This is an optimization exercise on Yosys and OpenROAD, whose aim is small area, a short achievable clock period and few clock cycles per item, not a production implementation.
Where RTL was checked, it was by simulation tests only, not by an equivalence proof against the original.
No activity file was given, so power comes from the tool's default toggle rates.

## 07-05
## rle_codec
module rle_codec (
    input  wire        clk,
    input  wire        rst,
    input  wire        enc_in_valid,
    output wire        enc_in_ready,
    input  wire [31:0] enc_in_data,
    input  wire [2:0]  enc_in_bytes,
    input  wire        enc_in_last,
    output wire        enc_out_valid,
    input  wire        enc_out_ready,
    output wire [15:0] enc_out_desc,
    output wire        enc_out_last,
    input  wire        dec_in_valid,
    output wire        dec_in_ready,
    input  wire [15:0] dec_in_desc,
    input  wire        dec_in_last,
    output wire        dec_out_valid,
    input  wire        dec_out_ready,
    output wire [31:0] dec_out_data,
    output wire [2:0]  dec_out_bytes,
    output wire        dec_out_last
);
For scale: ~190 flip-flops, about 120 I/O pins, ~0.0092 mm2 of cells after synthesis.
Settings: LEC_CHECK=0, CAP_MARGIN=20, CORE_MARGIN=2, CORE_UTILIZATION=40, SETUP_SLACK_MARGIN=3.5, SLEW_MARGIN=20; clock period 6.0 ns.
run.sh (not shown) runs the stock make flow with config.mk's settings and CLKGATE_MAP_FILE= SYNTH_SCRIPT=/design/flow/synth_recipe.tcl, a recipe that flattens the netlist after the stock synthesis.
Testbench counts of 07-05, summed over its fixed seeds: cycles 28,096, bytes 104,336.
Here is what was changed in the inputs of 08-15 compared with 07-05.
# 07-05
export LEC_CHECK = 0
export CAP_MARGIN = 20
export CORE_MARGIN = 2
export CORE_UTILIZATION = 40
export SETUP_SLACK_MARGIN = 3.5
export SLEW_MARGIN = 20
create_clock -name core_clock -period 6.0 [get_ports {clk}]
# 08-15
export LEC_CHECK = 0
export CAP_MARGIN = 20
export CORE_MARGIN = 2
export CORE_UTILIZATION = 40
export SETUP_SLACK_MARGIN = 3.8
export SLEW_MARGIN = 20
create_clock -name core_clock -period 6.0 [get_ports {clk}]
Notes after the runs:
| count of hold-fix buffers inserted at cts | 07-05 vs 08-15 | ≈ equal |
Diff 07-05 -> 08-15: switching power as a share of total power +2.0 points, layout overhead on the synthesized area +13 points, placer congestion estimate -2.1%, minimum setup slack among reg-to-reg paths -0.04 ns.
Compared 08-15 vs 07-05, and multi-input gate count is up in 08-15.
Against 07-05, 08-15 comes in 3.6 points lower on sequential share of layout area.
Lower total power goes to 07-05 over 08-15.
Looking at fraction of the cycle the final worst path needs, 08-15 sits 0.73 points higher than 07-05 does.
08-15: non-clock buffer contribution to total cell area is 3.3 points higher than what 07-05 reported.

========
Setup of JK:
Another version of the RTL of rle_codec (not shown whole).
For scale: ~700 cells after synthesis, ~150 flip-flops.
clock: 6.0 ns
lec_check: 0
cap_margin: 20
core_margin: 2
core_utilization: 40
setup_slack_margin: 3.3
slew_margin: 20
Setup changes, JK to MS
==> flow/flow/run.sh (new file) <==
#!/bin/bash
set -euo pipefail
export BUFFER_PORTS_ARGS="-buffer_cell sky130_fd_sc_hd__buf_2"
bash standard.sh > standard_make.log 2>&1
==> flow/standard.sh (new file) <==
#!/bin/bash
# synth_recipe.tcl (not shown) runs the flow's synth.tcl, then flattens the netlist and writes it again
# the make line also repeats each setting of config.mk as NAME=value (left out here)
make -C /OpenROAD-flow-scripts/flow DESIGN_CONFIG=/design/flow/config.mk WORK_HOME=/design/flow/orfs CLKGATE_MAP_FILE= SYNTH_SCRIPT=/design/flow/synth_recipe.tcl "${@:-finish}"
removed: flow/run.sh
--- outcome ---
- MS went all the way through synthesis, placement and routing and the layout is clean on timing, DRC and antenna.
- Diff JK -> MS: wire length has decreased; power has decreased; fmax has decreased; stage delay of the slowest cell on the critical path has increased.
The following lists how AL was set up differently from MS:
Settings: SETUP_SLACK_MARGIN now 3.0, was 3.3.
==> flow/run.sh (new file) <==
#!/bin/bash
# synth_recipe.tcl (not shown) runs the flow's synth.tcl, then flattens the netlist and writes it again
# the make line also repeats each setting of config.mk as NAME=value (left out here)
make -C /OpenROAD-flow-scripts/flow DESIGN_CONFIG=/design/flow/config.mk WORK_HOME=/design/flow/orfs CLKGATE_MAP_FILE= SYNTH_SCRIPT=/design/flow/synth_recipe.tcl finish
removed: flow/flow/run.sh
removed: flow/standard.sh
==> run summary <==
Cmp AL vs MS: area of the multi-input gates lower in AL
Worst clock skew on the final layout essentially unchanged between MS and AL.
Run comparison: MS start point of the critical path u_enc.run_bit$_DFFE_PN_; AL start point of the critical path rst
[compare] base=MS new=AL: worst hold slack after final layout picked up an extra 0.0069 ns; final critical-path setup slack now sits lower.
AL finished all stages; the layout is clean.
Between AL and MS, it is AL whose final-layout non-clock buffer area share is higher, by 2.3 points.
Per the comparison of AL with MS, maximum frequency has decreased; global-route usage over all layers has remained practically unchanged.
Inputs modified between AL and TR:
Settings: SETUP_SLACK_MARGIN changed from 3.0 to 2.6.
==> run summary <==
- The data required time of the worst path in TR was higher than what AL gave.
- TR against AL: shortest clock period the worst path allows after layout rose 0.30 ns; area added between synthesis and finish fell 2.7 points.
- Looking at first-iteration DRC count across both flows, TR is the stronger of the two, with AL trailing.
- STATUS setup slack: TR loses against AL
- Utilization: TR vs AL down 1.1 points
- Cmp TR and AL / wire length / higher: AL
- TR vs. AL: global-route usage barely changed; worst supply voltage drop on vdd lost about 0.8%.
Changes in PW relative to TR:
Settings: SETUP_SLACK_MARGIN now 3.5, was 2.6.
==> run summary <==
Sort PW and TR by period utilization, ascending, and PW comes first.
The utilization after layout of PW is higher than that of TR.
Delta (PW minus TR): final critical path time including I/O delays and setup went down by 0.58 ns, count of clock-net buffers in the final layout went up by 1, detailed-routed wire length on met3 went up by 360 um.
For highest clock frequency the design can meet, dividing the value from PW by the value from TR gives 1.2.
Compared with TR, PW shows final layout net count higher by 100.
Function was not checked in any run of this note: the RTL went through the layout flow alone.

========
rle_codec, a different RTL version from the one above (not shown whole).
For scale: about 730 cells after synthesis, about 120 I/O pins, about 0.0078 mm2 of cells after synthesis.
export LEC_CHECK = 0
export CAP_MARGIN = 20
export CORE_MARGIN = 2
export CORE_UTILIZATION = 40
export CTS_BUF_LIST = sky130_fd_sc_hd__clkbuf_4 sky130_fd_sc_hd__clkbuf_8
export CTS_CLUSTER_DIAMETER = 100
export CTS_CLUSTER_SIZE = 40
export SETUP_SLACK_MARGIN = 3.5
export SLEW_MARGIN = 20
create_clock -name core_clock -period 6.0 [get_ports {clk}]
standard.sh (not shown) runs the stock make flow with config.mk's settings and CLKGATE_MAP_FILE= SYNTH_SCRIPT=/design/flow/synth_recipe.tcl, a recipe that flattens the netlist after the stock synthesis.
==> flow/flow/run.sh <==
#!/bin/bash
set -euo pipefail
export BUFFER_PORTS_ARGS="-buffer_cell sky130_fd_sc_hd__buf_1"
bash standard.sh > standard_make.log 2>&1
Testbench counts at the start, summed over its fixed seeds: cycles 28,756, bytes 104,336.
==> next run, changes <==
- CTS_CLUSTER_DIAMETER: 100 -> default
- CTS_CLUSTER_SIZE: 40 -> default
- SETUP_SLACK_MARGIN: 3.5 -> 3.6
Outcome: Synthesized cell count does not change. Worst setup slack is worse by 14 ps. Non-clock buffer count went up by 40. Final cell count went up by 3.7%. Clock power went up by 7.2%. Combinational power went up by 14%. Global-route usage went up by 1.3 points. Count of clock-buffer cells in the layout went up by 1. Sequential power is about the same.
==> next run, changes <==
- SETUP_SLACK_MARGIN: 3.6 -> 3.5
After rerunning:
- The new run went through all stages and came out clean
- via count went down by about 6%
- clock power went down by about 7%
- cell count went down by 3.6%
- routed wire length went down by about 9%
- clock-buffer cell count went down by 1
- global-route usage went down by 1.3 points
- fmax went up by about 0.6%
- die area is unchanged
- hold slack barely changes
- utilization went down by 3.1 points
- total power went down by 5.4%
==> next run, changes <==
- ABC_CLOCK_PERIOD_IN_PS: default -> 2500
The changed run finished clean.
Cell area does not change.
Wire length stays the same.
Global-route usage is unchanged.
Cell count is unchanged.
Power does not change.
Hold slack stays the same.
Worst setup slack is unchanged.
Via count does not change.

========
Another version of the RTL of rle_codec (not shown whole).
Size in the first run: about 740 cells after synthesis, roughly 120 I/O pins.
==> flow/design.v (excerpt) <==
module rle_codec (
    input  wire        clk,
    input  wire        rst,
    input  wire        enc_in_valid,
    output wire        enc_in_ready,
    input  wire [31:0] enc_in_data,
    input  wire [2:0]  enc_in_bytes,
    input  wire        enc_in_last,
    output wire        enc_out_valid,
    input  wire        enc_out_ready,
    output wire [15:0] enc_out_desc,
    output wire        enc_out_last,
    input  wire        dec_in_valid,
    output wire        dec_in_ready,
    input  wire [15:0] dec_in_desc,
    input  wire        dec_in_last,
    output wire        dec_out_valid,
    input  wire        dec_out_ready,
    output wire [31:0] dec_out_data,
    output wire [2:0]  dec_out_bytes,
    output wire        dec_out_last
);
    rle_enc u_enc (
        .clk(clk), .rst(rst),
        .in_valid(enc_in_valid), .in_ready(enc_in_ready),
        .in_data(enc_in_data), .in_bytes(enc_in_bytes), .in_last(enc_in_last),
        .out_valid(enc_out_valid), .out_ready(enc_out_ready),
        .out_desc(enc_out_desc), .out_last(enc_out_last)
    );
    rle_dec u_dec (
        .clk(clk), .rst(rst),
        .in_valid(dec_in_valid), .in_ready(dec_in_ready),
        .in_desc(dec_in_desc), .in_last(dec_in_last),
        .out_valid(dec_out_valid), .out_ready(dec_out_ready),
  ...
export LEC_CHECK = 0
export CAP_MARGIN = 20
export CORE_MARGIN = 2
export CORE_UTILIZATION = 40
export CTS_BUF_LIST = sky130_fd_sc_hd__clkbuf_4 sky130_fd_sc_hd__clkbuf_8
export SETUP_SLACK_MARGIN = 3.6
export SLEW_MARGIN = 20
create_clock -name core_clock -period 6.0 [get_ports {clk}]
Scripts as last shown in full above: flow/flow/run.sh
Then changed:
SETUP_SLACK_MARGIN = 3.5   (was 3.6)
Result: The changed run passed the timing, design-rule and antenna checks; utilization goes down by 2.5 points; flip-flop and latch count stays the same; final area falls by 5.1%; synthesized area is unchanged; critical path depth came out lower by 2; sequential power hardly moves.
Function was not checked in any run of this note: the RTL went through the layout flow alone.

========
## P
Another version of the RTL of rle_codec (not shown whole).
For scale: roughly 720 cells after synthesis, ~150 flip-flops, roughly 120 I/O pins, about 0.0077 mm2 of cells after synthesis.
Design rle_codec, start of the top module:
module rle_codec (
    input  wire        clk,
    input  wire        rst,
    input  wire        enc_in_valid,
    output wire        enc_in_ready,
    input  wire [31:0] enc_in_data,
    input  wire [2:0]  enc_in_bytes,
    input  wire        enc_in_last,
    output wire        enc_out_valid,
    input  wire        enc_out_ready,
    output wire [15:0] enc_out_desc,
    output wire        enc_out_last,
    input  wire        dec_in_valid,
    output wire        dec_in_ready,
    input  wire [15:0] dec_in_desc,
    input  wire        dec_in_last,
    output wire        dec_out_valid,
    input  wire        dec_out_ready,
    output wire [31:0] dec_out_data,
    output wire [2:0]  dec_out_bytes,
    output wire        dec_out_last
);
clock: 6.0 ns
lec_check: 0
cap_margin: 20
core_margin: 2
core_utilization: 40
cts_buf_list: sky130_fd_sc_hd__clkbuf_4 sky130_fd_sc_hd__clkbuf_8
setup_slack_margin: 3.5
slew_margin: 20
Scripts as last shown in full above: flow/flow/run.sh
P finished end to end and its layout was clean on timing, DRC and antenna.
> inputs changed (P -> Q)
- changing SETUP_SLACK_MARGIN from 3.5 to 3.7
Results
Per the comparison of Q with P, part of the power in combinational logic climbed 3.0 points; wire length increased by 1300 um relative to the old numbers. Q vs. P: clock buffer instance count of the final layout went up by 1.
Function was not checked in any run of this note: the RTL went through the layout flow alone.

========
## v6
RTL: one of the versions met above, not the one the previous note started from.
Size in the first run: about 730 cells after synthesis, ~120 I/O pins.
Settings: LEC_CHECK=0, ABC_CLOCK_PERIOD_IN_PS=1800, CAP_MARGIN=20, CORE_MARGIN=2, CORE_UTILIZATION=40, CTS_BUF_LIST=sky130_fd_sc_hd__clkbuf_4 sky130_fd_sc_hd__clkbuf_8, SETUP_SLACK_MARGIN=3.5, SLEW_MARGIN=20; clock period 6.0 ns.
Scripts as last shown in full above: flow/flow/run.sh
Testbench counts of v6, summed over its fixed seeds: cycles 28,756, bytes 104,336.
[inputs] v7 vs v6
- clearing ABC_CLOCK_PERIOD_IN_PS, which used to be 1800
- swapping 3.5 for 3.7 in SETUP_SLACK_MARGIN
## What came out
- The final layout from v7, which completed every stage, passed the timing, design-rule and antenna checks at the end of the flow.
- v6 was carried through to the last stage, and its layout satisfied the timing, design-rule and antenna checks.
- Smallest hold slack delta (v7 -> v6): insignificant
- Between v7 and v6, count of plain and timing-repair buffers in the layout is lower for v6, v7 comes in above that.
- NOTE total length of routed wires v6->v7 increased by a little under 10%
- | total half-perimeter wirelength after legalization and detailed placement | higher: v6 |
- [compare] base=v6 new=v7: count of vias placed by the detailed router increased 4.6%, relative area change from synthesis to final layout increased 11 points.

========
Another version of the RTL of rle_codec (not shown whole).
For scale: ~740 cells after synthesis, ~150 flip-flops, ~120 I/O pins, ~7900 µm² of cells after synthesis.
Settings: LEC_CHECK=0, CAP_MARGIN=20, CORE_MARGIN=2, CORE_UTILIZATION=40, CTS_BUF_LIST=sky130_fd_sc_hd__clkbuf_4 sky130_fd_sc_hd__clkbuf_8, SETUP_SLACK_MARGIN=3.5, SLEW_MARGIN=20; clock period 6.0 ns.
Scripts as last shown in full above: flow/flow/run.sh
Testbench counts at the start, summed over its fixed seeds: cycles 28,756, bytes 104,336.
Edit:
- GPL_TIMING_DRIVEN: default -> 1
- SETUP_SLACK_MARGIN: 3.5 -> 3.4
After rerunning:
- The new run finished with timing, DRC and antenna clean
- cell area goes down by 1.8%
- via count falls by 0.33%
- sequential share of layout area grows by 0.69 points
- fmax is lower by 2.4%
- power falls by 0.84%
- global-route usage came out lower by 0.65 points
- wire length decreases by 1.3%
- final cell count decreases by 0.87%
Edit:
- GPL_TIMING_DRIVEN: 1 -> default
- SETUP_SLACK_MARGIN: 3.4 -> 3.3
=>
- clock skew is lower by 0.0051 ns
- clock-buffer cell count is higher by 1
- maximum frequency is lower by 2.0%
- power is lower by 1.7%
- setup slack is worse by 0.053 ns
- synthesized area is unchanged

========
Setup of run A:
rle_codec, a different RTL version from the one above (not shown whole).
Size: roughly 730 cells after synthesis, roughly 120 I/O pins, roughly 7800 µm² of cells after synthesis.
export LEC_CHECK = 0
export CAP_MARGIN = 20
export CORE_MARGIN = 2
export CORE_UTILIZATION = 40
export CTS_BUF_LIST = sky130_fd_sc_hd__clkbuf_4 sky130_fd_sc_hd__clkbuf_8
export SETUP_SLACK_MARGIN = 3.5
export SLEW_MARGIN = 20
create_clock -name core_clock -period 6.0 [get_ports {clk}]
Scripts as last shown in full above: flow/flow/run.sh
### run A -> run B
# run A
export LEC_CHECK = 0
export CAP_MARGIN = 20
export CORE_MARGIN = 2
export CORE_UTILIZATION = 40
export CTS_BUF_LIST = sky130_fd_sc_hd__clkbuf_4 sky130_fd_sc_hd__clkbuf_8
export SETUP_SLACK_MARGIN = 3.5
export SLEW_MARGIN = 20
create_clock -name core_clock -period 6.0 [get_ports {clk}]
# run B
export LEC_CHECK = 0
export CAP_MARGIN = 20
export CORE_MARGIN = 2
export CORE_UTILIZATION = 45
export CTS_BUF_LIST = sky130_fd_sc_hd__clkbuf_4 sky130_fd_sc_hd__clkbuf_8
export SETUP_SLACK_MARGIN = 3.5
export SLEW_MARGIN = 20
create_clock -name core_clock -period 6.0 [get_ports {clk}]
==> comparison <==
Share of the cycle needed by the critical path after routing: run B vs run A — no meaningful difference. Between run A and run B, the multi-input gate share of the layout cell area does not differ in any meaningful way. Taking run A as the reference, in run B full die area fell 11%; design area fell 190 µm²; final core utilization rose 5.2 points. The run with more routed wire is run B, not run A. The lower largest net degree at the start of global routing of run B and run A is in run A. The lower power of run B and run A is in run B.
No functional check of the RTL was part of any run of this note.

========
== job 5342 ==
rle_codec, a different RTL version from the one above (not shown whole).
Size in the first run: ~150 flip-flops, about 120 I/O pins, roughly 7500 sq um of cells after synthesis.
export LEC_CHECK = 0
export CAP_MARGIN = 20
export CORE_MARGIN = 2
export CORE_UTILIZATION = 60
export CTS_BUF_LIST = sky130_fd_sc_hd__clkbuf_4 sky130_fd_sc_hd__clkbuf_8
export SETUP_SLACK_MARGIN = 3.3
export SLEW_MARGIN = 20
create_clock -name core_clock -period 6.0 [get_ports {clk}]
Scripts as last shown in full above: flow/flow/run.sh
Job 5342: full flow OK, the timing, design-rule and antenna checks passed
Testbench counts of job 5342, summed over its fixed seeds: cycles 28,743, bytes 104,336.
diff inputs: job 5342 => job 3264
# job 5342
export LEC_CHECK = 0
export CAP_MARGIN = 20
export CORE_MARGIN = 2
export CORE_UTILIZATION = 60
export CTS_BUF_LIST = sky130_fd_sc_hd__clkbuf_4 sky130_fd_sc_hd__clkbuf_8
export SETUP_SLACK_MARGIN = 3.3
export SLEW_MARGIN = 20
create_clock -name core_clock -period 6.0 [get_ports {clk}]
# job 3264
export LEC_CHECK = 0
export CAP_MARGIN = 20
export CORE_MARGIN = 2
export CORE_UTILIZATION = 40
export SETUP_SLACK_MARGIN = 3.3
export SLEW_MARGIN = 20
create_clock -name core_clock -period 6.0 [get_ports {clk}]
==> flow/flow/run.sh <==
#!/bin/bash
set -euo pipefail
export BUFFER_PORTS_ARGS="-buffer_cell sky130_fd_sc_hd__buf_2"
bash standard.sh > standard_make.log 2>&1
Notes after the runs:
- Comparing job 5342 and job 3264, the higher core box area was measured on job 3264.
- Job 3264 ended up with more standard cells than job 5342.
- In the metrics for job 5342 and job 3264, the one carrying the higher placed wire-length estimate is job 3264.
- Taking job 5342 as the reference point, the non-clock buffer count of job 3264 rises by about 3%.
- As of job 3264, peak ir drop on the vdd network had risen by more than a quarter compared to job 5342.
- The clock skew of job 3264 and that of job 5342 are within noise of each other.
- Job 3264 finished every stage and its layout cleared the timing, design-rule and antenna checks.
- Synthesis-to-layout area growth sits higher in job 3264 than in job 5342.
- Job 3264 ended up with a lower clock insertion delay at the later pin of the skew report than job 5342 did.
- Compared job 5342 against job 3264; via count within noise.
For job 9796, these inputs were changed with respect to job 3264:
# job 3264
export LEC_CHECK = 0
export CAP_MARGIN = 20
export CORE_MARGIN = 2
export CORE_UTILIZATION = 40
export SETUP_SLACK_MARGIN = 3.3
export SLEW_MARGIN = 20
create_clock -name core_clock -period 6.0 [get_ports {clk}]
# job 9796
export LEC_CHECK = 0
export CAP_MARGIN = 20
export CORE_MARGIN = 2
export CORE_UTILIZATION = 40
export SETUP_SLACK_MARGIN = 3.6
export SLEW_MARGIN = 20
create_clock -name core_clock -period 6.0 [get_ports {clk}]
--- outcome ---
The flow did not stop early for job 9796: all stages ran, and the layout cleared the timing, design-rule and antenna checks.
Between job 9796 and job 3264, total via count in the routed design is higher for job 9796, job 3264 comes in under that.
Higher final worst-path cycle share among job 9796 and job 3264: job 9796
Sort job 9796 and job 3264 by clock share of power, descending, and job 3264 comes first.
Utilization after layout, job 9796 and job 3264: smaller value in job 3264
Job 3264 -> job 9796: post-synthesis share of cell area spent on xor and xnor gates delta 0, exact match
Job 9796 against job 3264: transition time at the pin with the least slew margin decreased by 170 ps relative to the old numbers; non-clock buffer count went up; maximum ir drop on the vdd rail went up 1.1%; setup slack -11 ps.
#### Input delta (job 3221 over job 9796)
# job 9796
export LEC_CHECK = 0
export CAP_MARGIN = 20
export CORE_MARGIN = 2
export CORE_UTILIZATION = 40
export SETUP_SLACK_MARGIN = 3.6
export SLEW_MARGIN = 20
create_clock -name core_clock -period 6.0 [get_ports {clk}]
# job 3221
export LEC_CHECK = 0
export ABC_AREA = 1
export CAP_MARGIN = 20
export CORE_MARGIN = 2
export CORE_UTILIZATION = 40
export CTS_BUF_LIST = sky130_fd_sc_hd__clkbuf_4 sky130_fd_sc_hd__clkbuf_8
export SETUP_SLACK_MARGIN = 3.3
export SLEW_MARGIN = 20
create_clock -name core_clock -period 6.0 [get_ports {clk}]
==> flow/flow/run.sh <==
#!/bin/bash
set -euo pipefail
export BUFFER_PORTS_ARGS="-buffer_cell sky130_fd_sc_hd__buf_1"
bash standard.sh > standard_make.log 2>&1
==> run summary <==
- Job 3221 vs job 9796, post-DP HPWL went up by 0.48%.
- The lower post-CTS setup buffer count of job 9796 and job 3221 is in job 3221.
- Job 3221 vs job 9796, timing startpoint of the critical path: rst vs enc_in_data[28]
- Destination of the critical timing path: u_enc.rdy$_SDFF_PP1_ -> job 9796, u_dec.d_valid$_SDFFE_PP0P_ -> job 3221
- Taking job 9796 as the reference point, the die height of job 3221 rises by 3.1%.

separate check: timing with driven ports:
Ports are ideal in the flow. The routed layouts listed here were re-timed in OpenROAD. Step 1 (the two cells are an assumption about what drives the block):
set clk [get_ports {clk}]
set_driving_cell -lib_cell sky130_fd_sc_hd__clkbuf_16 $clk
set_driving_cell -lib_cell sky130_fd_sc_hd__buf_2 [delete_from_list [all_inputs] $clk]
Step 2 moves the port delays by t, midway between the first and last clock arrival at a register: inputs arrive t later, outputs are due t later. That takes back most of the time a late clock gives input paths. a / b / c = ideal ports / drivers / drivers and shift; a / b = the first two.
| run | t (ns) | setup WS [ns] | hold WS [ns] | pins driven straight from the clock port |
|---|---|---|---|---|
| 07-05 | 0.485 | 3.515 / 3.503 / 3.017 | 0.471 / 0.471 / 0.471 | 1 |
| 08-15 | 0.482 | 3.471 / 3.471 / 3.101 | 0.480 / 0.480 / 0.480 | 1 |
| JK | 0.482 | 3.268 / 3.268 / 2.917 | 0.472 / 0.472 / 0.472 | 1 |
| MS | 0.470 | 3.246 / 3.246 / 2.861 | 0.470 / 0.470 / 0.470 | 1 |
| AL | 0.469 | 3.078 / 3.088 / 2.623 | 0.477 / 0.477 / 0.477 | 1 |
| TR | 0.466 | 2.781 / 2.781 / 2.343 | 0.475 / 0.475 / 0.475 | 1 |
| PW | 0.475 | 3.360 / 3.360 / 3.010 | 0.474 / 0.474 / 0.474 | 1 |
| the first run of note 3 | 0.492 | 3.557 / 3.530 / 3.104 | 0.475 / 0.475 / 0.475 | 1 |
| the second run of note 3 | 0.508 | 3.543 / 3.543 / 3.135 | 0.472 / 0.472 / 0.472 | 1 |
| the third run of note 3 | 0.492 | 3.557 / 3.530 / 3.104 | 0.475 / 0.475 / 0.475 | 1 |
| the fourth run of note 3 | 0.492 | 3.557 / 3.530 / 3.104 | 0.475 / 0.475 / 0.475 | 1 |
| the first run of note 4 | 0.495 | 3.578 / 3.578 / 3.120 | 0.475 / 0.475 / 0.475 | 1 |
| the second run of note 4 | 0.488 | 3.465 / 3.465 / 3.099 | 0.472 / 0.472 / 0.472 | 1 |
| P | 0.494 | 3.408 / 3.413 / 2.918 | 0.483 / 0.483 / 0.483 | 1 |
| Q | 0.495 | 3.444 / 3.451 / 2.957 | 0.468 / 0.468 / 0.468 | 1 |
| v6 | 0.492 | 3.557 / 3.530 / 3.104 | 0.475 / 0.475 / 0.475 | 1 |
| v7 | 0.498 | 3.548 / 3.548 / 3.154 | 0.472 / 0.472 / 0.472 | 1 |
| the first run of note 7 | 0.505 | 3.527 / 3.545 / 3.040 | 0.467 / 0.467 / 0.467 | 1 |
| the second run of note 7 | 0.483 | 3.466 / 3.466 / 3.005 | 0.471 / 0.471 / 0.471 | 1 |
| the third run of note 7 | 0.498 | 3.413 / 3.413 / 2.972 | 0.478 / 0.478 / 0.478 | 1 |
| run A | 0.480 | 3.489 / 3.489 / 3.117 | 0.472 / 0.472 / 0.472 | 1 |
| run B | 0.492 | 3.498 / 3.517 / 3.025 | 0.469 / 0.469 / 0.469 | 1 |
| job 5342 | 0.476 | 3.173 / 3.190 / 2.714 | 0.478 / 0.478 / 0.478 | 1 |
| job 3264 | 0.471 | 3.306 / 3.331 / 2.861 | 0.473 / 0.473 / 0.473 | 1 |
| job 9796 | 0.475 | 3.295 / 3.312 / 2.837 | 0.472 / 0.472 / 0.472 | 1 |
| job 3221 | 0.495 | 3.319 / 3.333 / 2.838 | 0.462 / 0.462 / 0.462 | 1 |
After both steps setup and hold are still met in every run listed. The setup slack of 07-05, which loses most, moves by -0.012 ns with the drivers and by -0.498 ns with both steps.
